What follows belongs to an exercise in optimizing a design on an open flow for small area; a production flow would make more cautious choices.
The RTL was checked by simulation tests, not by an equivalence proof against the original design.
The clock cells of runs 4 to 6 come from the design's own scripts or RTL, not from TritonCTS.
The flow treats the clock pin as an ideal source. Dropping or thinning the clock tree relies on that and would not hold on a real chip.
Power figures rest on the tool's default switching activity, not on a simulated workload.

===== flow/design.v =====
module servo_frame_core (
    input  wire       clk,
    input  wire       rst,
    input  wire       tick,
    input  wire       btn_n,
    input  wire       cmd_valid,
    input  wire       cmd_we,
    input  wire [3:0] cmd_addr,
    input  wire [7:0] cmd_wdata,
    output reg  [7:0] cmd_rdata,
    output reg        cmd_ok,
    output wire [4:0] servo,
    output wire [2:0] phase,
    output wire       win_open,
    output wire [2:0] mode,
    output wire [2:0] tent,
    output wire       sel,
    output wire       cal,
    output wire [3:0] ev
);
    localparam [9:0] TERM      = 10'd600;   
    localparam [9:0] L_OVH     = 10'd184;   
    localparam [9:0] L_IDLE_C  = 10'd115;   
    reg [7:0] p0, p1, p2, p3, p4;    
    reg [3:0] q;                     
    reg [9:0] c;                     
    reg [2:0] js;                    
    reg [1:0] mode_q;                
    reg [1:0] tent_q;                
    reg [4:0] hold_q;                
    reg       sel_q, cal_q;          
    reg       lat_q;                 
    reg       evf_q;                 
    wire idle = q[3];
    wire ovh  = (q == 4'd0);
    assign phase    = {q[2] | idle, q[1] | idle, q[0] & ~idle};
    assign win_open = ovh & ~sel_q & ~cal_q;
    assign mode     = {1'b0, mode_q};
    assign tent     = {1'b0, tent_q};
    assign sel      = sel_q;
    assign cal      = cal_q;
    wire hnz   = |hold_q;
    wire rel_q = ~lat_q;
    wire btn_q = lat_q | hnz;
    wire [3:0] ev_q = {4{evf_q}} & {~lat_q & ~sel_q, ~lat_q & sel_q, lat_q & ~sel_q, lat_q & sel_q};
    assign ev       = ev_q;
    assign servo[0] = (q == 4'd1);
    assign servo[1] = (q == 4'd2);
    assign servo[2] = (q == 4'd3);
    assign servo[3] = (q == 4'd4);
    assign servo[4] = (q == 4'd5);
    wire cmd   = cmd_valid & ~rst;
    wire wr    = cmd & cmd_we;
    wire wr_ok = wr & win_open & (cmd_addr <= 4'h4);
    wire caldone = wr & (cmd_addr == 4'hB) & cmd_wdata[0];
    always @(*) begin
        cmd_rdata = 8'h00;
        cmd_ok    = 1'b0;
        if (cmd) begin
            if (!cmd_we) begin
                cmd_ok = (cmd_addr <= 4'hA);
                case (cmd_addr)
                    4'h0: cmd_rdata = p0;
                    4'h1: cmd_rdata = p1;
                    4'h2: cmd_rdata = p2;
                    4'h3: cmd_rdata = p3;
                    4'h4: cmd_rdata = p4;
                    4'h5: cmd_rdata = {6'b0, mode_q};
                    4'h6: cmd_rdata = {6'b0, tent_q};
                    4'h7: cmd_rdata = {3'b0, win_open, rel_q, btn_q, cal_q, sel_q};
                    4'h8: cmd_rdata = {3'b0, hold_q};
                    4'h9: cmd_rdata = {4'b0, ev_q};
                    4'hA: cmd_rdata = {5'b0, phase};
                    default: cmd_rdata = 8'h00;
                endcase
            end else begin
                cmd_ok = (cmd_addr <= 4'h4) ? win_open : (cmd_addr == 4'hB);
            end
        end
    end
    wire uend  = tick & js[2] & ~js[1];
    wire term  = c[9] & c[6] & c[4] & c[3];
    wire pend  = uend & term;                
    wire last  = q[2] & q[0];                
    wire bnd   = pend & idle & last;         
    wire pr     = ~btn_n;
    wire h19    = hold_q[4] & hold_q[1] & hold_q[0];
    wire e_inc  = pr & rel_q & ~h19;
    wire e_ent  = pr & rel_q & h19 & ~sel_q;
    wire e_com  = pr & rel_q & h19 & sel_q;
    wire e_taps = ~pr & sel_q & hnz;
    wire e_tapn = ~pr & ~sel_q & hnz;
    wire [1:0] tent_inc = (tent_q == 2'd2) ? 2'd0 : tent_q + 2'd1;
    wire [1:0] rtent = e_taps ? tent_inc : tent_q;
    wire rnd = bnd & (e_ent | e_com | e_taps);           
    wire set_any = bnd & (e_ent | e_taps);
    wire we0 = wr_ok & (cmd_addr[2:0] == 3'd0);
    wire we1 = wr_ok & (cmd_addr[2:0] == 3'd1);
    wire we2 = wr_ok & (cmd_addr[2:0] == 3'd2);
    wire we3 = wr_ok & (cmd_addr[2:0] == 3'd3);
    wire we4 = wr_ok & (cmd_addr[2:0] == 3'd4);
    wire kp  = ~rst & ~rnd;
    wire [7:0] pn0 = (p0 & {8{kp & ~we0}}) | (cmd_wdata & {8{we0}}) | {8{set_any & (rtent == 2'd0)}};
    wire [7:0] pn1 = (p1 & {8{kp & ~we1}}) | (cmd_wdata & {8{we1}}) | {8{set_any & (rtent == 2'd1)}};
    wire [7:0] pn2 = (p2 & {8{kp & ~we2}}) | (cmd_wdata & {8{we2}}) | {8{set_any & (rtent == 2'd2)}};
    wire [7:0] pn3 = (p3 & {8{kp & ~we3}}) | (cmd_wdata & {8{we3}});
    wire [7:0] pn4 = (p4 & {8{kp & ~we4}}) | (cmd_wdata & {8{we4}});
    reg [7:0] psel;
    always @(*) begin
        case (q[2:0])
            3'd0: psel = pn0;
            3'd1: psel = p1;
            3'd2: psel = p2;
            3'd3: psel = p3;
            default: psel = p4;
        endcase
    end
    reg [9:0] c_ld;
    always @(*) begin
        if (last)
            c_ld = idle ? L_OVH : L_IDLE_C;
        else if (idle)
            c_ld = {1'b0, q[2:0] != 3'd0, ~psel};
        else
            c_ld = {2'b01, psel};
    end
    wire [3:0] q_nx = last ? {~idle, 3'd0} : q + 4'd1;
    wire [9:0] tgl;
    assign tgl[0] = uend;
    genvar gi;
    generate
        for (gi = 1; gi < 10; gi = gi + 1) begin : g_tgl
            assign tgl[gi] = tgl[gi-1] & c[gi-1];
        end
    endgenerate
    always @(posedge clk) begin
        if (rst) begin
            q  <= 4'd0;
            c  <= L_OVH;
            js <= 3'b011;
        end else if (tick) begin
            if (pend)
                q <= q_nx;
            c <= c ^ (pend ? (c_ld ^ TERM) : tgl);
            if (pend && last)
                js <= 3'b011;
            else
                js <= {js[1:0], ~js[2]};
        end
    end
    always @(posedge clk) begin
        p0 <= pn0;
        p1 <= pn1;
        p2 <= pn2;
        p3 <= pn3;
        p4 <= pn4;
    end
    always @(posedge clk) begin
        if (rst) begin
            mode_q <= 2'd0;
            tent_q <= 2'd0;
            hold_q <= 5'd0;
            sel_q  <= 1'b0;
            cal_q  <= 1'b0;
            lat_q  <= 1'b0;
            evf_q  <= 1'b0;
        end else begin
            if (caldone)
                cal_q <= 1'b0;
            if (bnd) begin
                evf_q  <= e_ent | e_com | e_taps | e_tapn;
                hold_q <= e_inc ? hold_q + 5'd1 : 5'd0;
                if (~pr)
                    lat_q <= 1'b0;
                else if (e_ent | e_com)
                    lat_q <= 1'b1;
                if (e_ent)
                    sel_q <= 1'b1;
                if (e_com) begin
                    sel_q  <= 1'b0;
                    mode_q <= tent_q;
                    cal_q  <= (tent_q == 2'd0);
                end
                if (e_taps)
                    tent_q <= tent_inc;
            end
        end
    end
endmodule

===== flow/flow/run.sh =====
#!/bin/bash
# Own layout flow: the standard ORFS flow (standard.sh) with
#  - synthesis through flow/synth.tcl (area-oriented ABC script),
#  - port buffers made from the smallest buffer cell,
#  - a small clock tree of its own in place of TritonCTS (flow/pre_cts.tcl).
# Each make run's full output goes to a log file in the work folder; ORFS
# keeps each tool's own log under orfs/logs/.
set -euo pipefail
here=$(pwd)
export OWN_FLOW_DIR=$here/flow
export FLOW_SYNTH_TCL=$here/synth_recipe.tcl
export BUFFER_PORTS_ARGS="-buffer_cell sky130_fd_sc_hd__buf_1"
export PRE_CTS_TCL=$here/flow/pre_cts.tcl
export OWN_CTS_GROUPS=6
export OWN_CTS_BUF=sky130_fd_sc_hd__clkbuf_8
export OWN_CTS_ROOT=sky130_fd_sc_hd__clkbuf_2
sed "s#SYNTH_SCRIPT=[^ ]*#SYNTH_SCRIPT=$here/flow/synth.tcl#" standard.sh > standard_own.sh
grep -q "SYNTH_SCRIPT=$here/flow/synth.tcl" standard_own.sh
bash ./standard_own.sh > flow_make.log 2>&1

===== flow/flow/abc_area.script =====
strash
&get -n
&st
&dc2
&dch -f
&nf -R 200
&st
&dc2
&dch -f
&nf -R 200
&put

===== flow/flow/clock_buffers.tcl =====
# A small clock tree for this small design, used in place of TritonCTS's
# H-tree: the registers are split into OWN_CTS_GROUPS groups of nearby
# registers (recursive bisection along the longer side), each group's clock
# pins are driven by one OWN_CTS_BUF buffer placed at the group's centre, and
# the group buffers are driven by one OWN_CTS_ROOT buffer placed at their
# centre, which the clock port drives.

proc own_cts_split {sinks k} {
  if {$k <= 1} { return [list $sinks] }
  set xs {}; set ys {}
  foreach s $sinks { lappend xs [lindex $s 1]; lappend ys [lindex $s 2] }
  set xs [lsort -integer $xs]; set ys [lsort -integer $ys]
  set dx [expr {[lindex $xs end] - [lindex $xs 0]}]
  set dy [expr {[lindex $ys end] - [lindex $ys 0]}]
  set idx [expr {$dx >= $dy ? 1 : 2}]
  set sorted [lsort -integer -index $idx $sinks]
  set k1 [expr {$k / 2}]
  set n1 [expr {[llength $sorted] * $k1 / $k}]
  return [concat [own_cts_split [lrange $sorted 0 [expr {$n1 - 1}]] $k1] \
                 [own_cts_split [lrange $sorted $n1 end] [expr {$k - $k1}]]]
}

proc own_cts_centre {points} {
  set sx 0; set sy 0
  foreach p $points { set sx [expr {$sx + [lindex $p 1]}]; set sy [expr {$sy + [lindex $p 2]}] }
  return [list [expr {$sx / [llength $points]}] [expr {$sy / [llength $points]}]]
}

proc own_clock_tree {} {
  set k $::env(OWN_CTS_GROUPS)
  set db [ord::get_db]
  set block [ord::get_db_block]
  set leaf [$db findMaster $::env(OWN_CTS_BUF)]
  set root [$db findMaster $::env(OWN_CTS_ROOT)]
  set clk [$block findNet clk]
  set sinks {}
  foreach it [$clk getITerms] {
    set bb [[$it getInst] getBBox]
    lappend sinks [list $it [expr {([$bb xMin] + [$bb xMax]) / 2}] [expr {([$bb yMin] + [$bb yMax]) / 2}]]
  }
  set trunk [odb::dbNet_create $block "clknet_own_root"]
  $trunk setSigType CLOCK
  set centres {}
  set g 0
  foreach grp [own_cts_split $sinks $k] {
    lassign [own_cts_centre $grp] cx cy
    lappend centres [list {} $cx $cy]
    set buf [odb::dbInst_create $block $leaf "clkbuf_own_$g"]
    set net [odb::dbNet_create $block "clknet_own_$g"]
    $net setSigType CLOCK
    foreach s $grp {
      set it [lindex $s 0]
      $it disconnect
      $it connect $net
    }
    [$buf findITerm A] connect $trunk
    [$buf findITerm X] connect $net
    $buf setLocation $cx $cy
    $buf setPlacementStatus PLACED
    incr g
  }
  lassign [own_cts_centre $centres] cx cy
  set rbuf [odb::dbInst_create $block $root "clkbuf_own_root"]
  [$rbuf findITerm A] connect $clk
  [$rbuf findITerm X] connect $trunk
  $rbuf setLocation $cx $cy
  $rbuf setPlacementStatus PLACED
  $clk setSigType CLOCK
}

===== flow/flow/pre_cts.tcl =====
# Run before cts.tcl's clock_tree_synthesis call: replace that call with the
# small clock tree of clock_buffers.tcl.
source [file join $::env(OWN_FLOW_DIR) clock_buffers.tcl]
rename clock_tree_synthesis triton_clock_tree_synthesis
proc clock_tree_synthesis {args} {
  own_clock_tree
  set_propagated_clock [all_clocks]
}

===== flow/flow/synth.tcl =====
# Synthesis for this flow: the standard synthesis script, with the
# combinational mapping done by an area-oriented ABC script and without the
# full/half-adder extraction. Registers are made exactly as in the standard
# synthesis (the changes only touch the steps after flip-flop mapping).
proc extract_fa {args} {}
proc abc {args} {
  set i [lsearch -exact $args -script]
  if {$i >= 0} {
    lset args [expr {$i + 1}] [file join $::env(OWN_FLOW_DIR) abc_area.script]
  }
  set j [lsearch -exact $args -D]
  if {$j >= 0} {
    set args [lreplace $args $j [expr {$j + 1}]]
  }
  set k [lsearch -exact $args -constr]
  if {$k >= 0} {
    set args [lreplace $args $k [expr {$k + 1}]]
  }
  yosys abc {*}$args
}
source $::env(FLOW_SYNTH_TCL)

===== flow/standard.sh =====
#!/bin/bash
# synth_recipe.tcl (not shown) runs the flow's synth.tcl, then flattens the netlist and writes it again
# the make line also repeats each setting of config.mk as NAME=value (left out here)
make -C /OpenROAD-flow-scripts/flow DESIGN_CONFIG=/design/flow/config.mk WORK_HOME=/design/flow/orfs CLKGATE_MAP_FILE= SYNTH_SCRIPT=/design/flow/synth_recipe.tcl "${@:-finish}"

===== flow/config.mk =====
export PLATFORM = sky130hd
export DESIGN_NAME = servo_frame_core
export DESIGN_NICKNAME = servo_frame_core
export VERILOG_FILES = /design/flow/design.v
export SDC_FILE = /design/flow/constraint.sdc
export NUM_CORES = 4
export LEC_CHECK = 0
export CAP_MARGIN = 0
export CORE_MARGIN = 2
export CORE_UTILIZATION = 85
export GPL_TIMING_DRIVEN = 0
export PLACE_DENSITY = 0.95
export SLEW_MARGIN = 0

===== flow/constraint.sdc =====
create_clock -name core_clock -period 12.0 [get_ports {clk}]
set_input_delay 2.4000 -clock core_clock [delete_from_list [all_inputs] [get_ports {clk}]]
set_output_delay 2.4000 -clock core_clock [all_outputs]
set_load 0.01 [all_outputs]

==> results_tabular.tex, run 1 <==
\begin{tabular}{lr}
\hline
Metric & Value \\
\hline
\multicolumn{2}{l}{\textbf{Status}} \\
\quad Status & did not finish \\
\quad Stage reached & global placement without I/O \\
\quad Error that halted the flow & [ERROR GPL-0301] Utilization 102.262 \% exceeds 100\%. \\
\multicolumn{2}{l}{\textbf{Die}} \\
\quad Starting utilization of the core area & between 80\% and 90\% \\
\quad Number of cell rows & 23 \\
\quad Width of the chip & 67.4 microns \\
\quad Die span in y & between 60 and 70 microns \\
\multicolumn{2}{l}{\textbf{Logic synthesis}} \\
\quad Fraction of the yosys area taken by sequential cells & 41.0\% \\
\quad Mapped Cells & approximately 420 \\
\quad Prevailing post-synth register cell & sky130\_fd\_sc\_hd\_\_dfxtp\_1 \\
\quad Mapped Area & about 0.0034 sq mm \\
\quad Synth warn & 1 \\
\quad Yosys cell types & 42 \\
\quad Number of enable-type register cells in the synthesized netlist & 0 \\
\quad Synth Area per Inst & between 8 and 9 sq um \\
\quad Asr flop ratio synth & 0\% \\
\quad Seq cells post-synth & 70 \\
\hline
\end{tabular}
[cells by family after synthesis]
family                 count (synthesis)  share of synthesized area (%)
flip-flops                            70                           41.0
AO/OA/AOI/OAI                        152                           32.7
XOR/XNOR                               2                          0.512
AND/OR/NAND/NOR                      178                           24.1
other                                  1                          0.110
buffers and inverters                 12                           1.54
[synth_stat cells (4+ instances only)]
cell type,number,area [sq um]
sky130_fd_sc_hd__dfxtp_1,70,1400
sky130_fd_sc_hd__nor2_1,52,195
sky130_fd_sc_hd__nand2_1,49,184
sky130_fd_sc_hd__a21oi_1,33,165
sky130_fd_sc_hd__o21ai_0,21,105
sky130_fd_sc_hd__a221o_1,20,200
sky130_fd_sc_hd__a22o_1,20,175
sky130_fd_sc_hd__nor3_1,18,90.1
sky130_fd_sc_hd__nor2b_1,15,93.8
sky130_fd_sc_hd__nand3_1,14,70.1
sky130_fd_sc_hd__clkinv_1,10,37.5
sky130_fd_sc_hd__a221oi_1,8,70.1
sky130_fd_sc_hd__a22oi_1,8,60.1
sky130_fd_sc_hd__a222oi_1,7,70.1
sky130_fd_sc_hd__a31oi_1,7,43.8
sky130_fd_sc_hd__and3_1,7,43.8
sky130_fd_sc_hd__and2_0,5,31.3
sky130_fd_sc_hd__nand2b_1,5,31.3
sky130_fd_sc_hd__nand4_1,5,31.3
sky130_fd_sc_hd__a211oi_1,4,30.0
sky130_fd_sc_hd__a32oi_1,4,35.0
sky130_fd_sc_hd__o21a_1,4,30.0
sky130_fd_sc_hd__or2_0,4,25.0
==> inputs of run 2 (changes only) <==
==> flow/flow/abc_area.script (replaced) <==
strash
&get -n
&st
&dc2
&dch -f
&nf -R 200 -E 20
&st
&dc2
&dch -f
&nf -R 200 -E 20
&put
--- a/flow/config.mk
+++ b/flow/config.mk
@@ -8,6 +8,8 @@
 export CAP_MARGIN = 0
+export CELL_PAD_IN_SITES_DETAIL_PLACEMENT = 0
+export CELL_PAD_IN_SITES_GLOBAL_PLACEMENT = 0
 export CORE_MARGIN = 2
-export CORE_UTILIZATION = 85
+export CORE_UTILIZATION = 82
 export GPL_TIMING_DRIVEN = 0
-export PLACE_DENSITY = 0.95
+export PLACE_DENSITY = 0.92
 export SLEW_MARGIN = 0
==> run 2 against run 1 <==
Net effect:
- the flow stops in global placement
- synthesized area is 0.70% lower
- synthesized cell count decreased by 4.8%
==> results_tabular.tex, run 2 <==
\begin{tabular}{lr}
\hline
Metric & Value \\
\hline
\multicolumn{2}{l}{\textbf{Logic synthesis}} \\
\quad Main area contributors after synthesis & sky130\_fd\_sc\_hd\_\_dfxtp\_1 (41\%), sky130\_fd\_sc\_hd\_\_a221o\_1 (8.3\%), sky130\_fd\_sc\_hd\_\_nor2\_1 (5.9\%) \\
\quad Fraction of the yosys area taken by sequential cells & 41.3\% (+0.29 points) \\
\quad Most instantiated library cell after synthesis & sky130\_fd\_sc\_hd\_\_dfxtp\_1 \\
\quad Mapped Cells & 395 (-4.8\%) \\
\quad Asr flop ratio synth & 0\% (unchanged) \\
\quad Yosys cell types & 46 (+9.5\%) \\
\quad Synth Area per Inst & 8.60 sq um (+4.3\%) \\
\quad Post-synthesis cell type with the largest combined area & sky130\_fd\_sc\_hd\_\_dfxtp\_1 \\
\quad Most used standard cells in the synthesized netlist & sky130\_fd\_sc\_hd\_\_dfxtp\_1 (70), sky130\_fd\_sc\_hd\_\_nor2\_1 (53), sky130\_fd\_sc\_hd\_\_nand2\_1 (35) \\
\quad Synth warn & 1 (unchanged) \\
\quad Prevailing post-synth register cell & sky130\_fd\_sc\_hd\_\_dfxtp\_1 \\
\quad Mapped Area & 0.00340 sq mm (-0.70\%) \\
\quad Portion of synthesized cell area occupied by the leading cell type & 41.3\% (+0.29 points) \\
\quad Seq cells post-synth & 70 (unchanged) \\
\quad Number of enable-type register cells in the synthesized netlist & 0 (unchanged) \\
\multicolumn{2}{l}{\textbf{Die}} \\
\quad I/O Pins & 48 \\
\quad Width of the chip & 68.4 microns (+1.4\%) \\
\quad Starting utilization of the core area & 84.9\% (-1.8 points) \\
\quad Number of cell rows & 23 (unchanged) \\
\quad Die span in y & 68.4 microns (+1.4\%) \\
\multicolumn{2}{l}{\textbf{Status}} \\
\quad Status & did not finish \\
\quad Stage reached & global placement \\
\quad Error that halted the flow & [ERROR GPL-0301] Utilization 104.020 \% exceeds 100\%. \\
\multicolumn{2}{l}{\textbf{Place}} \\
\quad Buffers on Ports & 45 \\
\hline
\end{tabular}
==> run 2: cells by family after synthesis <==
group                  count (synthesis)  share of synthesized area, %
flip-flops                            70                          41.3
AND/OR/NAND/NOR                      153                          21.1
buffers and inverters                 13                          1.66
other                                  1                         0.110
XOR/XNOR                               3                         0.774
multiplexers                           2                         0.626
AO/OA/AOI/OAI                        153                          34.5
==> inputs of run 3 (changes only) <==
==> flow/config.mk (replaced) <==
export PLATFORM = sky130hd
export DESIGN_NAME = servo_frame_core
export DESIGN_NICKNAME = servo_frame_core
export VERILOG_FILES = /design/flow/design.v
export SDC_FILE = /design/flow/constraint.sdc
export NUM_CORES = 4
export LEC_CHECK = 0
export CAP_MARGIN = 10
export CORE_MARGIN = 2
export CORE_UTILIZATION = 78
export GPL_TIMING_DRIVEN = 0
export PLACE_DENSITY = 0.9
export SLEW_MARGIN = 10
==> run 3 against run 2 <==
Net effect:
- the flow again stops in global placement
- synthesized area did not move
- synthesized cell count did not move
==> results_tabular.tex, run 3 <==
\begin{tabular}{lr}
\hline
Metric & Value \\
\hline
\multicolumn{2}{l}{\textbf{Logic synthesis}} \\
\quad Main area contributors after synthesis & sky130\_fd\_sc\_hd\_\_dfxtp\_1 (41\%), sky130\_fd\_sc\_hd\_\_a221o\_1 (8.3\%), sky130\_fd\_sc\_hd\_\_nor2\_1 (5.9\%) \\
\quad Number of enable-type register cells in the synthesized netlist & 0 (unchanged) \\
\quad Synth warn & 1 (unchanged) \\
\quad Seq cells post-synth & 70 (unchanged) \\
\quad Asr flop ratio synth & 0\% (unchanged) \\
\quad Synth Area per Inst & 8.60 sq um (unchanged) \\
\quad Most used standard cells in the synthesized netlist & sky130\_fd\_sc\_hd\_\_dfxtp\_1 (70), sky130\_fd\_sc\_hd\_\_nor2\_1 (53), sky130\_fd\_sc\_hd\_\_nand2\_1 (35) \\
\quad Mapped Area & 0.00340 sq mm (unchanged) \\
\quad Yosys cell types & 46 (unchanged) \\
\quad Post-synthesis cell type with the largest combined area & sky130\_fd\_sc\_hd\_\_dfxtp\_1 \\
\quad Most instantiated library cell after synthesis & sky130\_fd\_sc\_hd\_\_dfxtp\_1 \\
\quad Portion of synthesized cell area occupied by the leading cell type & 41.3\% (unchanged) \\
\quad Prevailing post-synth register cell & sky130\_fd\_sc\_hd\_\_dfxtp\_1 \\
\quad Mapped Cells & 395 (unchanged) \\
\quad Fraction of the yosys area taken by sequential cells & 41.3\% (unchanged) \\
\multicolumn{2}{l}{\textbf{Die}} \\
\quad Number of cell rows & 23 (unchanged) \\
\quad Width of the chip & 70.0 microns (+2.4\%) \\
\quad I/O Pins & 48 (unchanged) \\
\quad Starting utilization of the core area & 83.1\% (-1.8 points) \\
\quad Die span in y & 70.0 microns (+2.4\%) \\
\multicolumn{2}{l}{\textbf{Status}} \\
\quad Stage reached & global placement \\
\quad Status & did not finish \\
\quad Error that halted the flow & [ERROR GPL-0301] Utilization 101.788 \% exceeds 100\%. \\
\multicolumn{2}{l}{\textbf{Place}} \\
\quad Buffers on Ports & 45 (unchanged) \\
\hline
\end{tabular}
==> run 3: cell families after synthesis <==
logic type | count (synthesis) | share of synthesized area (%)
xor+xnor | 3 | 0.774
other cells | 1 | 0.110
flops | 70 | 41.3
mux | 2 | 0.626
buf+inv | 13 | 1.66
simple gates | 153 | 21.1
compound gates | 153 | 34.5
==> inputs of run 4 (changes only) <==
--- a/flow/flow/run.sh
+++ b/flow/flow/run.sh
@@ -13,3 +13,3 @@
 export PRE_CTS_TCL=$here/flow/pre_cts.tcl
-export OWN_CTS_GROUPS=6
+export OWN_CTS_GROUPS=5
 export OWN_CTS_BUF=sky130_fd_sc_hd__clkbuf_8
==> flow/flow/abc_area.script (replaced) <==
strash
&get -n
&st
&dc2
&dc2
&dch -f
&nf -R 200 -E 20
&st
&dc2
&dc2
&dch -f
&nf -R 200 -E 20
&put
--- a/flow/config.mk
+++ b/flow/config.mk
@@ -9,5 +9,5 @@
 export CORE_MARGIN = 2
-export CORE_UTILIZATION = 78
+export CORE_UTILIZATION = 72
 export GPL_TIMING_DRIVEN = 0
-export PLACE_DENSITY = 0.9
+export PLACE_DENSITY = 0.85
 export SLEW_MARGIN = 10
==> run 4 against run 3 <==
Net effect:
- now clean on timing, DRC and antenna
- synthesized cell count shrank 1.0%
- synthesized area shrank 0.48%
==> results_tabular.tex, run 4 <==
\begin{tabular}{lr}
\hline
Metric & Value \\
\hline
\multicolumn{2}{l}{\textbf{Status}} \\
\quad Status & timing/DRC/antenna clean \\
\multicolumn{2}{l}{\textbf{GRT}} \\
\quad Global-route wire length before repair & between 15 and 20 mm \\
\quad GRT Residual Overflow & 0 \\
\quad Pin count of the biggest net entering global routing & 23 \\
\quad Via count of the first global-routing pass & around 3600 \\
\quad GRT Total Usage & around 40\% \\
\quad Antenna violations before repair & 0 \\
\multicolumn{2}{l}{\textbf{Die}} \\
\quad Die span in y & 72.5 microns (+3.6\%) \\
\quad I/O Pins & 48 (unchanged) \\
\quad Number of cell rows & 24 (+4.3\%) \\
\quad Width of the chip & 72.5 microns (+3.6\%) \\
\quad Starting utilization of the core area & 76.0\% (-7.1 points) \\
\quad Floorplan core area & between 0.004 and 0.005 sq mm \\
\quad Die Area & 0.00526 sq mm \\
\multicolumn{2}{l}{\textbf{Worst setup path}} \\
\quad Setup crit start kind & input pin \\
\quad Type of the worst setup path & in -> out \\
\quad Worst reg2reg setup slack & 6960 ps \\
\quad Peak fanout along the critical path & 11 \\
\quad Arr. time, crit path & approximately 4800 ps \\
\quad Worst EP required & 9600 ps \\
\quad Kind of end point of the critical path & output port \\
\multicolumn{2}{l}{\textbf{STA}} \\
\quad Maximum clock frequency & roughly 140 MHz \\
\quad Skew final & about 18 ps \\
\quad Setup violations, final & 0 \\
\quad Period utilization & around three fifths \\
\quad Sum Neg Setup Slack & 0 ps \\
\quad Crit path time final & approximately 7200 ps \\
\quad Measured slew at the worst slew-check pin & between 1000 and 1500 ps \\
\quad Worst slew slack as a fraction of its limit & 9.67\% \\
\quad Unrepaired setup endpoints after global routing & false \\
\quad Max-slew violation total from the final report & 0 \\
\quad Final hold slack & about 460 ps \\
\quad Final hold violation count & 0 \\
\multicolumn{2}{l}{\textbf{CTS}} \\
\quad Clock transition at the registers of the reported paths & about 100 ps \\
\quad Hold buffers post-CTS & 0 \\
\quad Setup bufs post-CTS & 0 \\
\quad Resized cells post-CTS & 0 \\
\quad Clock latency reported for the late side of the worst-skew pair & roughly 500 ps \\
\multicolumn{2}{l}{\textbf{Logic synthesis}} \\
\quad Portion of synthesized cell area occupied by the leading cell type & 41.5\% (+0.20 points) \\
\quad Synth Area per Inst & 8.64 sq um (+0.54\%) \\
\quad Mapped Area & 0.00338 sq mm (-0.48\%) \\
\quad Prevailing post-synth register cell & sky130\_fd\_sc\_hd\_\_dfxtp\_1 \\
\quad Synth warn & 1 (unchanged) \\
\quad Most instantiated library cell after synthesis & sky130\_fd\_sc\_hd\_\_dfxtp\_1 \\
\quad Most used standard cells in the synthesized netlist & sky130\_fd\_sc\_hd\_\_dfxtp\_1 (70), sky130\_fd\_sc\_hd\_\_nor2\_1 (47), sky130\_fd\_sc\_hd\_\_nand2\_1 (37) \\
\quad Yosys cell types & 43 (-6.5\%) \\
\quad Asr flop ratio synth & 0\% (unchanged) \\
\quad Seq cells post-synth & 70 (unchanged) \\
\quad Mapped Cells & 391 (-1.0\%) \\
\quad Number of enable-type register cells in the synthesized netlist & 0 (unchanged) \\
\quad Main area contributors after synthesis & sky130\_fd\_sc\_hd\_\_dfxtp\_1 (41\%), sky130\_fd\_sc\_hd\_\_a221o\_1 (9.5\%), sky130\_fd\_sc\_hd\_\_nor2\_1 (5.2\%) \\
\quad Fraction of the yosys area taken by sequential cells & 41.5\% (+0.20 points) \\
\quad Post-synthesis cell type with the largest combined area & sky130\_fd\_sc\_hd\_\_dfxtp\_1 \\
\multicolumn{2}{l}{\textbf{Power and ir drop}} \\
\quad Standby leakage power & approximately 0.0013 uW \\
\quad Power density over the cells & $\sim$100 mW/mm\^{}2 \\
\quad IR Drop Worst-Case VDD & 0.0729 mV \\
\multicolumn{2}{l}{\textbf{Place}} \\
\quad Buffers on Ports & 45 (unchanged) \\
\quad Half-perimeter wire length after placement & 7.66 mm \\
\quad Routability-driven placement congestion ratio & 0.990 \\
\multicolumn{2}{l}{\textbf{Final layout}} \\
\quad Net count of the finished layout & between 400 and 500 \\
\quad Most frequent cells in the layout & sky130\_fd\_sc\_hd\_\_dfxtp\_1 (70), sky130\_fd\_sc\_hd\_\_nor2\_1 (47), sky130\_fd\_sc\_hd\_\_buf\_1 (45) \\
\quad Ratio of cells with drive above 1 in the final layout & roughly 2.5\% \\
\quad Syn-to-layout area delta & 9.74\% \\
\quad Max reg flops & 10 \\
\quad Filler cells & around 290 \\
\quad Most frequent standard cell in the layout excluding fill and tap cells & sky130\_fd\_sc\_hd\_\_dfxtp\_1 \\
\quad Total inserted antenna cells & 0 \\
\quad Register bank with the most flops & c \\
\multicolumn{2}{l}{\textbf{Drt}} \\
\quad Wire length per cell after detailed routing & 21.6 microns \\
\quad Via count & around 3900 \\
\quad Detailed Routing Iterations Pass 1 & 12 \\
\quad Vias per std cell & $\sim$7.8 \\
\quad Remaining DRCs & 0 \\
\quad Iter 0 DRT Violations & a little over 600 \\
\quad Antenna viol nets, final & 0 \\
\quad Final WL & roughly 11 mm \\
\multicolumn{2}{l}{\textbf{Run}} \\
\quad Maxcap violations & 0 \\
\multicolumn{2}{l}{\textbf{Min path}} \\
\quad Worst min path class & reg -> reg \\
\hline
\end{tabular}
## run 4: cell count changes after synthesis, moves of 3 or more
cell / before / now
sky130_fd_sc_hd__a221o_1: 28 / 32
sky130_fd_sc_hd__nor2b_1: 14 / 10
sky130_fd_sc_hd__clkinv_1: 11 / 8
sky130_fd_sc_hd__nor2_1: 53 / 47
sky130_fd_sc_hd__and3_1: 6 / 10
sky130_fd_sc_hd__a32oi_1: 3 / 0
sky130_fd_sc_hd__o22ai_1: 0 / 3
## run 4: logic make-up after synthesis
family                 Yosys count  share of synthesized area, %
AND/OR/NAND/NOR                153                          21.4
buffers and inverters           10                          1.33
AO/OA/AOI/OAI                  153                          34.6
multiplexers                     2                         0.592
XOR/XNOR                         2                         0.518
flip-flops                      70                          41.5
other                            1                         0.111
## run 4: worst paths after layout
kind | start | endpoint | cells after the start
min reg2reg | c[2]$_SDFFE_PP0P_ | c[2]$_SDFFE_PP0P_ | 1
min | c[2]$_SDFFE_PP0P_ | c[2]$_SDFFE_PP0P_ | 1
max reg2reg | q[2]$_SDFFE_PP0P_ | c[5]$_SDFFE_PP1P_ | 13
max | cmd_addr[2] | cmd_rdata[2] | 8
## run 4: through the flow
step | worst slack, ps | cell area, sq um | util (%) | instances | power [uW]
finish | 4820 | 3710 | 83.4 | 496 | 373
global route | 4690 | 3710 | 83.4 | 496 | 381
CTS | 5030 | 3700 | 83.3 | 496 | 370
detailed placement | 5060 | 3630 | 81.6 | 490 | 264
global placement | 4840 | 3620 | 81.4 | 489 | 263
floorplan | 5820 | 3380 | - | 392 | 253
## run 4: layout make-up
class | instances | area, sq um | share of cell area (%)
Multi-Input combinational cell | 312 | 1950 | 52.6
Sequential cell | 70 | 1400 | 37.8
Timing Repair Buffer | 46 | 174 | 4.69
Buffer | 8 | 88.8 | 2.40
Tap cell | 52 | 65.1 | 1.75
Inverter | 8 | 30.0 | 0.810
## run 4: critical path, cell delays in order
cell and delay [ps]:
sky130_fd_sc_hd__buf_1 320, sky130_fd_sc_hd__nand2_1 140, sky130_fd_sc_hd__nor3_1 1040, sky130_fd_sc_hd__a222oi_1 370, sky130_fd_sc_hd__nand4_1 180, sky130_fd_sc_hd__a21oi_1 60
sky130_fd_sc_hd__nor2_1 110, sky130_fd_sc_hd__buf_1 170
## run 4: where the power goes
part | switching (uW) | internal, uW
registers | 2.07 | 234
clock network | 74.7 | 39.0
logic | 16.9 | 6.53
total | 93.7 | 280
## run 4: routing by layer
metal | track usage, % | routed length, microns
met5 | 0 | 0
met4 | 14.2 | 477
met3 | 7.36 | 1460
met2 | 65.5 | 4760
met1 | 52.9 | 4000
==> inputs of run 5 (changes only) <==
--- a/flow/flow/synth.tcl
+++ b/flow/flow/synth.tcl
@@ -1,6 +1,8 @@
 # Synthesis for this flow: the standard synthesis script, with the
-# combinational mapping done by an area-oriented ABC script and without the
-# full/half-adder extraction. Registers are made exactly as in the standard
+# combinational mapping done by an area-oriented ABC script, without the
+# full/half-adder extraction, and with the smallest buffer for the buffers
+# that synthesis puts on constant outputs. Registers are made exactly as in the standard
 # synthesis (the changes only touch the steps after flip-flop mapping).
 proc extract_fa {args} {}
+proc insbuf {args} { yosys insbuf -buf sky130_fd_sc_hd__buf_1 A X }
 proc abc {args} {
--- a/flow/config.mk
+++ b/flow/config.mk
@@ -9,5 +9,5 @@
 export CORE_MARGIN = 2
-export CORE_UTILIZATION = 72
+export CORE_UTILIZATION = 55
 export GPL_TIMING_DRIVEN = 0
-export PLACE_DENSITY = 0.85
+export PLACE_DENSITY = 0.7
 export SLEW_MARGIN = 10
==> run 5 against run 4 <==
Net effect:
- synthesized cell count unchanged
- via count decreased by 8.9%
- utilization decreased by 20 points
- hold slack worse by 5.2 ps
- critical path depth is the same
- combinational power decreased by 3%
- cell count grew 4.8%
- flip-flop and latch count unchanged
==> results_tabular.tex, run 5 <==
\begin{tabular}{lr}
\hline
Metric & Value \\
\hline
\multicolumn{2}{l}{\textbf{Logic synthesis}} \\
\quad Post-synthesis adder-cell area fraction & 0\% (unchanged) \\
\quad Multiplexer area fraction after synthesis & 0.594\% (+0.0013 points) \\
\quad Portion of synthesized cell area occupied by the leading cell type & 41.6\% (+0.092 points) \\
\quad Compound-gate portion of the synthesized area & 34.7\% (+0.077 points) \\
\quad Synth warn & 1 (unchanged) \\
\quad Post-synthesis share of cell area spent on and, or, nand and nor gates & 21.4\% (+0.048 points) \\
\quad Most used standard cells in the synthesized netlist & sky130\_fd\_sc\_hd\_\_dfxtp\_1 (70), sky130\_fd\_sc\_hd\_\_nor2\_1 (47), sky130\_fd\_sc\_hd\_\_nand2\_1 (37) \\
\quad Main combinational cell family by area after synthesis & compound AO/OA/AOI/OAI gates \\
\quad Yosys cell types & 43 (unchanged) \\
\quad Mapped Area & 0.00337 sq mm (-0.22\%) \\
\quad Seq cells post-synth & 70 (unchanged) \\
\quad Synth Area per Inst & 8.62 sq um (-0.22\%) \\
\quad Prevailing post-synth register cell & sky130\_fd\_sc\_hd\_\_dfxtp\_1 \\
\quad Main area contributors after synthesis & sky130\_fd\_sc\_hd\_\_dfxtp\_1 (42\%), sky130\_fd\_sc\_hd\_\_a221o\_1 (9.5\%), sky130\_fd\_sc\_hd\_\_nor2\_1 (5.2\%) \\
\quad Mapped Cells & 391 (unchanged) \\
\quad Number of enable-type register cells in the synthesized netlist & 0 (unchanged) \\
\quad Fraction of the yosys area taken by sequential cells & 41.6\% (+0.092 points) \\
\quad Most instantiated library cell after synthesis & sky130\_fd\_sc\_hd\_\_dfxtp\_1 \\
\quad Asr flop ratio synth & 0\% (unchanged) \\
\quad Post-synthesis cell type with the largest combined area & sky130\_fd\_sc\_hd\_\_dfxtp\_1 \\
\quad XOR/XNOR Fraction of Synth Area & 0.519\% (+0.0012 points) \\
\multicolumn{2}{l}{\textbf{STA}} \\
\quad Max-slew violation total from the final report & 0 (unchanged) \\
\quad Sum Neg Setup Slack & 0 ps (unchanged) \\
\quad Maximum clock frequency & 141 MHz (+1.0\%) \\
\quad Crit path time final & 7110 ps (-74.1 ps) \\
\quad Final worst setup slack & 4890 ps (+74.1 ps) \\
\quad Measured slew at the worst slew-check pin & 1270 ps (-74.5 ps) \\
\quad Final hold violation count & 0 (unchanged) \\
\quad Skew final & 13.6 ps (-4.86 ps) \\
\quad Worst slew slack as a fraction of its limit & 14.7\% (+5.0 points) \\
\quad Period utilization & 59.2\% (-0.62 points) \\
\quad Setup violations, final & 0 (unchanged) \\
\quad Unrepaired setup endpoints after global routing & false \\
\multicolumn{2}{l}{\textbf{Final layout}} \\
\quad Ratio of cells with drive above 1 in the final layout & 2.25\% (-0.23 points) \\
\quad Final std cells w/o fill & 520 (+4.8\%) \\
\quad Utilization after layout & 63.1\% (-20 points) \\
\quad Max reg flops & 10 (unchanged) \\
\quad Syn-to-layout area delta & 10.8\% \\
\quad Most frequent cells in the layout & sky130\_fd\_sc\_hd\_\_dfxtp\_1 (70), sky130\_fd\_sc\_hd\_\_nor2\_1 (47), sky130\_fd\_sc\_hd\_\_buf\_1 (47) \\
\quad Filler cells & 557 (+93\%) \\
\quad Net count of the finished layout & 465 (+0.22\%) \\
\quad Most frequent standard cell in the layout excluding fill and tap cells & sky130\_fd\_sc\_hd\_\_dfxtp\_1 \\
\quad Register bank with the most flops & c \\
\quad Total inserted antenna cells & 0 (unchanged) \\
\multicolumn{2}{l}{\textbf{Status}} \\
\quad Status & timing/DRC/antenna clean \\
\multicolumn{2}{l}{\textbf{Drt}} \\
\quad Vias per std cell & 6.77 (-13\%) \\
\quad Detailed Routing Iterations Pass 1 & 6 (-6) \\
\quad Total met3 wirelength after detailed routing & 901 microns (-38\%) \\
\quad Iter 0 DRT Violations & 454 (-27\%) \\
\quad Final WL & 10.7 mm (about the same) \\
\quad Via count & 3521 (-8.9\%) \\
\quad Wire length per cell after detailed routing & 20.6 microns (-4.7\%) \\
\quad Amount of wire on met2 after detailed routing & 4.81 mm (+0.99\%) \\
\quad Remaining DRCs & 0 (unchanged) \\
\quad Routed length on met1 & 4.71 mm (+18\%) \\
\quad Antenna viol nets, final & 0 (unchanged) \\
\quad Highest Signal Layer & met4 \\
\multicolumn{2}{l}{\textbf{CTS}} \\
\quad Hold buffers post-CTS & 0 (unchanged) \\
\quad Clock transition at the registers of the reported paths & 90 ps (about the same) \\
\quad Clock latency reported for the late side of the worst-skew pair & 510 ps (about the same) \\
\quad Setup bufs post-CTS & 0 (unchanged) \\
\quad Resized cells post-CTS & 0 (unchanged) \\
\multicolumn{2}{l}{\textbf{GRT}} \\
\quad Antenna violations before repair & 0 (unchanged) \\
\quad Via count of the first global-routing pass & 3131 (-12\%) \\
\quad Pin count of the biggest net entering global routing & 23 (unchanged) \\
\quad Global-route wire length before repair & 16.2 mm (-4.4\%) \\
\quad GRT Residual Overflow & 0 (unchanged) \\
\quad GRT Total Usage & 31.0\% (-9.0 points) \\
\multicolumn{2}{l}{\textbf{Place}} \\
\quad Worst Setup Slack post-DPL & 5030 ps (-34.3 ps) \\
\quad Routability-driven placement congestion ratio & 0.926 (-6.5\%) \\
\quad Post-Place Cells & 513 (+4.7\%) \\
\quad Half-perimeter wire length after placement & 7.67 mm (about the same) \\
\quad Buffers on Ports & 45 (unchanged) \\
\multicolumn{2}{l}{\textbf{Worst setup path}} \\
\quad Setup crit start kind & input pin \\
\quad Worst EP required & 9600 ps (about the same) \\
\quad Type of the worst setup path & in -> out \\
\quad RR Startpoint & q[2]\$\_SDFFE\_PP0P\_ \\
\quad Peak fanout along the critical path & 11 (unchanged) \\
\quad Arr. time, crit path & 4710 ps (-70 ps) \\
\quad Kind of end point of the critical path & output port \\
\quad Origin of the worst setup path & cmd\_addr[2] \\
\multicolumn{2}{l}{\textbf{Die}} \\
\quad Starting utilization of the core area & 57.0\% (-19 points) \\
\quad Die Area & 0.00677 sq mm (+29\%) \\
\quad Number of cell rows & 28 (+17\%) \\
\quad Floorplan core area & 0.00592 sq mm (+33\%) \\
\quad Width of the chip & 82.3 microns (+14\%) \\
\quad Die span in y & 82.3 microns (+14\%) \\
\quad I/O Pins & 48 (unchanged) \\
\multicolumn{2}{l}{\textbf{Power and ir drop}} \\
\quad Standby leakage power & 0.00134 uW (-0.29\%) \\
\quad Power density over the cells & 100 mW/mm\^{}2 (-0.66\%) \\
\quad IR Drop Worst-Case VDD & 0.0932 mV (+28\%) \\
\quad Tot Pwr & 374 uW (+0.11\%) \\
\multicolumn{2}{l}{\textbf{Run}} \\
\quad Maxcap violations & 0 (unchanged) \\
\multicolumn{2}{l}{\textbf{Min path}} \\
\quad Worst min path class & reg -> reg \\
\quad Beginning of the worst hold path & c[2]\$\_SDFFE\_PP0P\_ \\
\hline
\end{tabular}
==> run 5: power by group <==
group | switching, uW | total [uW] | internal [uW] | leakage, uW
sequential | 2.03 | 236 | 234 | 0.000565
combinational | 16.6 | 22.9 | 6.31 | 0.000732
clock | 75.6 | 115 | 39.0 | 0.0000401
total | 94.3 | 374 | 280 | 0.00134
==> run 5: path summary, 6_finish.rpt <==
kind / end / slack (ps) / cells past startpoint
setup / recovery: cmd_rdata[2] / 4890 / 8
setup reg to reg: c[5]$_SDFFE_PP1P_ / 7470 / 14
hold reg to reg: c[2]$_SDFFE_PP0P_ / 460 / 1
hold / removal: c[2]$_SDFFE_PP0P_ / 460 / 1
==> run 5: worst max-delay path, stage by stage <==
cell and delay (ps):
sky130_fd_sc_hd__buf_1 330, sky130_fd_sc_hd__nand2_1 120, sky130_fd_sc_hd__nor3_1 980, sky130_fd_sc_hd__a222oi_1 360, sky130_fd_sc_hd__nand4_1 170, sky130_fd_sc_hd__a21oi_1 60, sky130_fd_sc_hd__nor2_1 120, sky130_fd_sc_hd__buf_1 180
==> run 5: layer usage <==
metal / track usage, % / vias up
met5: 0 / -
met1: 44.8 / 1647
met2: 49.9 / 184
met3: 3.37 / 26
li1: - / 1664
met4: 6.17 / 0
==> run 5: kinds of logic (layout without fill, tap and decap cells) <==
logic type / count (synthesis) / in the layout
buf+inv: 10 / 63
other cells: 1 / 2
compound gates: 153 / 153
flops: 70 / 70
mux: 2 / 2
simple gates: 153 / 153
xor+xnor: 2 / 2
==> run 5: area by class of cell <==
cell class	instances	area [sq um]	share of cell area (%)
buffer	8	81.3	2.18
inverter	8	30.0	0.803
multi-input combinational	312	1950	52.2
sequential	70	1400	37.5
tap	75	93.8	2.51
timing repair buffer	47	181	4.85
==> run 5: per-stage QoR <==
| step | area [sq um] | hold slack, ps |
|---|---|---|
| after global routing | 3740 | 481 |
| final | 3740 | 456 |
| after detailed placement | 3660 | 444 |
| after CTS | 3730 | 460 |
| after global placement | 3640 | 435 |
| after floorplan | 3380 | 415 |
==> inputs of run 6 (changes only) <==
==> flow/flow/abc_area.script (replaced) <==
strash
&get -n
&deepsyn -J 100 -T 150 -S 1
&st
&dc2
&dc2
&dch -f
&nf -R 200 -E 20
&put
==> run 6 against run 5 <==
Net effect:
- synthesized area fell by 2.0%
- global-route usage up 0.99 points
- combinational power grew 3%
- critical path type unchanged
- flip-flop and latch count unchanged
- hold slack improved by 33 ps
- power shrank 1.3%
- via count fell by 0.85%
- still clean
==> results_tabular.tex, run 6 <==
\begin{tabular}{lr}
\hline
Metric & Value \\
\hline
\multicolumn{2}{l}{\textbf{GRT}} \\
\quad Global-route wire length before repair & 16.3 mm (+0.60\%) \\
\quad Pin count of the biggest net entering global routing & 23 (unchanged) \\
\quad GRT Total Usage & 32.0\% (+0.99 points) \\
\quad Antenna violations before repair & 0 (unchanged) \\
\quad GRT Residual Overflow & 0 (unchanged) \\
\quad Via count of the first global-routing pass & 3142 (+0.35\%) \\
\multicolumn{2}{l}{\textbf{Final layout}} \\
\quad Filler cells & 540 (-3.1\%) \\
\quad Most frequent cells in the layout & sky130\_fd\_sc\_hd\_\_dfxtp\_1 (70), sky130\_fd\_sc\_hd\_\_nor2\_1 (50), sky130\_fd\_sc\_hd\_\_buf\_1 (47) \\
\quad Register bank with the most flops & c \\
\quad Syn-to-layout area delta & 10.6\% \\
\quad Ratio of cells with drive above 1 in the final layout & 1.86\% (-0.39 points) \\
\quad Final std cells w/o fill & 506 (-2.7\%) \\
\quad Utilization after layout & 62.5\% (-0.63 points) \\
\quad Max reg flops & 10 (unchanged) \\
\quad Most frequent standard cell in the layout excluding fill and tap cells & sky130\_fd\_sc\_hd\_\_dfxtp\_1 \\
\quad Net count of the finished layout & 451 (-3.0\%) \\
\quad Total inserted antenna cells & 0 (unchanged) \\
\multicolumn{2}{l}{\textbf{Power and ir drop}} \\
\quad Standby leakage power & 0.00127 uW (-4.7\%) \\
\quad Power density over the cells & 101 mW/mm\^{}2 (+0.90\%) \\
\quad IR Drop Worst-Case VDD & 0.0888 mV (-4.7\%) \\
\multicolumn{2}{l}{\textbf{CTS}} \\
\quad Clock latency reported for the late side of the worst-skew pair & 490 ps (-20 ps) \\
\quad Clock transition at the registers of the reported paths & 90 ps (about the same) \\
\quad Setup bufs post-CTS & 0 (unchanged) \\
\quad Resized cells post-CTS & 0 (unchanged) \\
\quad Hold buffers post-CTS & 0 (unchanged) \\
\multicolumn{2}{l}{\textbf{Die}} \\
\quad Die span in y & 81.5 microns (-0.94\%) \\
\quad Starting utilization of the core area & 56.5\% (-0.45 points) \\
\quad Width of the chip & 81.5 microns (-0.94\%) \\
\quad I/O Pins & 48 (unchanged) \\
\quad Die Area & 0.00665 sq mm (-1.9\%) \\
\quad Floorplan core area & 0.00585 sq mm (-1.2\%) \\
\quad Number of cell rows & 28 (unchanged) \\
\multicolumn{2}{l}{\textbf{Min path}} \\
\quad Worst min path class & reg -> reg \\
\multicolumn{2}{l}{\textbf{Logic synthesis}} \\
\quad Asr flop ratio synth & 0\% (unchanged) \\
\quad Portion of synthesized cell area occupied by the leading cell type & 42.4\% (+0.83 points) \\
\quad Most instantiated library cell after synthesis & sky130\_fd\_sc\_hd\_\_dfxtp\_1 \\
\quad Post-synthesis cell type with the largest combined area & sky130\_fd\_sc\_hd\_\_dfxtp\_1 \\
\quad Number of enable-type register cells in the synthesized netlist & 0 (unchanged) \\
\quad Synth warn & 1 (unchanged) \\
\quad Mapped Area & 0.00331 sq mm (-2.0\%) \\
\quad Synth Area per Inst & 8.72 sq um (+1.1\%) \\
\quad Seq cells post-synth & 70 (unchanged) \\
\quad Yosys cell types & 43 (unchanged) \\
\quad Prevailing post-synth register cell & sky130\_fd\_sc\_hd\_\_dfxtp\_1 \\
\quad Most used standard cells in the synthesized netlist & sky130\_fd\_sc\_hd\_\_dfxtp\_1 (70), sky130\_fd\_sc\_hd\_\_nor2\_1 (50), sky130\_fd\_sc\_hd\_\_a21oi\_1 (31) \\
\quad Main area contributors after synthesis & sky130\_fd\_sc\_hd\_\_dfxtp\_1 (42\%), sky130\_fd\_sc\_hd\_\_a221o\_1 (7.0\%), sky130\_fd\_sc\_hd\_\_nor2\_1 (5.7\%) \\
\quad Fraction of the yosys area taken by sequential cells & 42.4\% (+0.83 points) \\
\quad Mapped Cells & 379 (-3.1\%) \\
\multicolumn{2}{l}{\textbf{STA}} \\
\quad Unrepaired setup endpoints after global routing & false \\
\quad Sum Neg Setup Slack & 0 ps (unchanged) \\
\quad Worst slew slack as a fraction of its limit & 8.08\% (-6.6 points) \\
\quad Period utilization & 57.8\% (-1.5 points) \\
\quad Max-slew violation total from the final report & 0 (unchanged) \\
\quad Skew final & 9.49 ps (-4.15 ps) \\
\quad Setup violations, final & 0 (unchanged) \\
\quad Measured slew at the worst slew-check pin & 1360 ps (+94.3 ps) \\
\quad Maximum clock frequency & 144 MHz (+2.6\%) \\
\quad Crit path time final & 6930 ps (-177 ps) \\
\quad Final hold violation count & 0 (unchanged) \\
\multicolumn{2}{l}{\textbf{Worst setup path}} \\
\quad Kind of end point of the critical path & output port \\
\quad Peak fanout along the critical path & 22 (+11) \\
\quad Setup crit start kind & input pin \\
\quad Worst EP required & 9600 ps (about the same) \\
\quad Type of the worst setup path & in -> out \\
\quad Arr. time, crit path & 4530 ps (-180 ps) \\
\multicolumn{2}{l}{\textbf{Drt}} \\
\quad Antenna viol nets, final & 0 (unchanged) \\
\quad Via count & 3491 (-0.85\%) \\
\quad Iter 0 DRT Violations & 405 (-11\%) \\
\quad Remaining DRCs & 0 (unchanged) \\
\quad Wire length per cell after detailed routing & 21.1 microns (+2.7\%) \\
\quad Vias per std cell & 6.90 (+1.9\%) \\
\quad Final WL & 10.7 mm (about the same) \\
\quad Detailed Routing Iterations Pass 1 & 7 (+1) \\
\multicolumn{2}{l}{\textbf{Place}} \\
\quad Buffers on Ports & 45 (unchanged) \\
\quad Post-Place Cells & 500 (-2.5\%) \\
\quad Routability-driven placement congestion ratio & 0.893 (-3.6\%) \\
\quad Half-perimeter wire length after placement & 7.52 mm (-2.0\%) \\
\multicolumn{2}{l}{\textbf{Run}} \\
\quad Maxcap violations & 0 (unchanged) \\
\multicolumn{2}{l}{\textbf{Status}} \\
\quad Status & timing/DRC/antenna clean \\
\hline
\end{tabular}
[run 6: cell count changes in the layout (fill, tap and decap cells not counted), sizes merged, moves of 5 or more]
cell / previous run / this run
a221o: 32 / 23
nand3: 11 / 6
nand2: 37 / 26
a31oi: 8 / 2
nor3: 16 / 21
[run 6: worst paths after layout]
path | from | slack, ps | end | depth (start not counted)
worst max register to register | q[0]$_SDFFE_PP0P_ | 6500 | c[5]$_SDFFE_PP1P_ | 10
worst min register to register | js[0]$_SDFFE_PP1P_ | 490 | js[1]$_SDFFE_PP1P_ | 2
worst max-delay path | rst | 5070 | cmd_rdata[3] | 5
worst min-delay path | js[0]$_SDFFE_PP1P_ | 490 | js[1]$_SDFFE_PP1P_ | 2
[run 6: final cells by class]
cell class	count	area [sq um]	share of cell area [%]
Multi-Input combinational cell	296	1870	51.0
Sequential cell	70	1400	38.3
Timing Repair Buffer	45	169	4.62
Tap cell	75	93.8	2.57
Buffer	8	81.3	2.22
Inverter	12	45.0	1.23
[run 6: routing by layer]
| metal | global-route usage [%] | routed length, microns | vias up |
|---|---|---|---|
| met4 | 9.83 | 345 | 0 |
| li1 | - | - | 1607 |
| met2 | 51.4 | 4630 | 238 |
| met3 | 7.69 | 1280 | 39 |
| met1 | 42.5 | 4430 | 1607 |
| met5 | 0 | 0 | - |
[run 6: kinds of logic after synthesis]
group,after synthesis,synth area share [%]
AO/OA/AOI/OAI,149,34.8
AND/OR/NAND/NOR,141,20.0
flip-flops,70,42.4
buffers and inverters,14,1.59
XOR/XNOR,2,0.530
multiplexers,2,0.606
other,1,0.113
[run 6: power breakdown]
group | internal, uW | switching [uW] | total (uW)
clock network | 39.0 | 71.8 | 111
registers | 234 | 1.17 | 235
logic | 6.24 | 17.3 | 23.5
[run 6: metrics by stage]
stage | total power (uW) | hold WS [ps] | cell area, sq um | worst slack [ps]
after floorplan | 252 | 438 | 3310 | 5960
after global placement | 262 | 447 | 3570 | 5090
after detailed placement | 262 | 468 | 3570 | 5110
after CTS | 369 | 487 | 3650 | 5120
after global routing | 379 | 520 | 3660 | 4910
final | 369 | 489 | 3660 | 5070
[run 6: worst max-delay path, stage by stage]
cell	delay (ps)
sky130_fd_sc_hd__buf_1	750
sky130_fd_sc_hd__clkinv_1	550
sky130_fd_sc_hd__nand3_1	530
sky130_fd_sc_hd__nor2_1	140
sky130_fd_sc_hd__buf_1	160

-- re-timing with driven ports --
The flow's constraints put no driver on any port. The routed layouts listed below were extracted and timed again, unchanged, in two steps. Step 1 (the two cells are an assumption about what drives the block):
set clk [get_ports {clk}]
set_driving_cell -lib_cell sky130_fd_sc_hd__clkbuf_16 $clk
set_driving_cell -lib_cell sky130_fd_sc_hd__buf_2 [delete_from_list [all_inputs] $clk]
Step 2, shift: input delay + t, output delay - t, t = (earliest + latest rising clock arrival at the registers) / 2. This alone moves slack from input paths to output paths. Three values: no drivers, after step 1, after step 2; two values: the first two.
| run | t, ns | setup slack, ns | slew at the worst register clock pin (ns) |
|---|---|---|---|
| run 4 | 0.534 | 4.816 / 4.792 / 4.792 | 0.10 / 0.10 |
| run 5 | 0.527 | 4.890 / 4.869 / 4.869 | 0.10 / 0.10 |
| run 6 | 0.508 | 5.067 / 5.038 / 5.038 | 0.09 / 0.09 |
After both steps setup and hold are still met in every run listed. For run 6, which loses most, drivers alone change the setup slack by -0.029 ns; drivers and shift together by -0.029 ns.
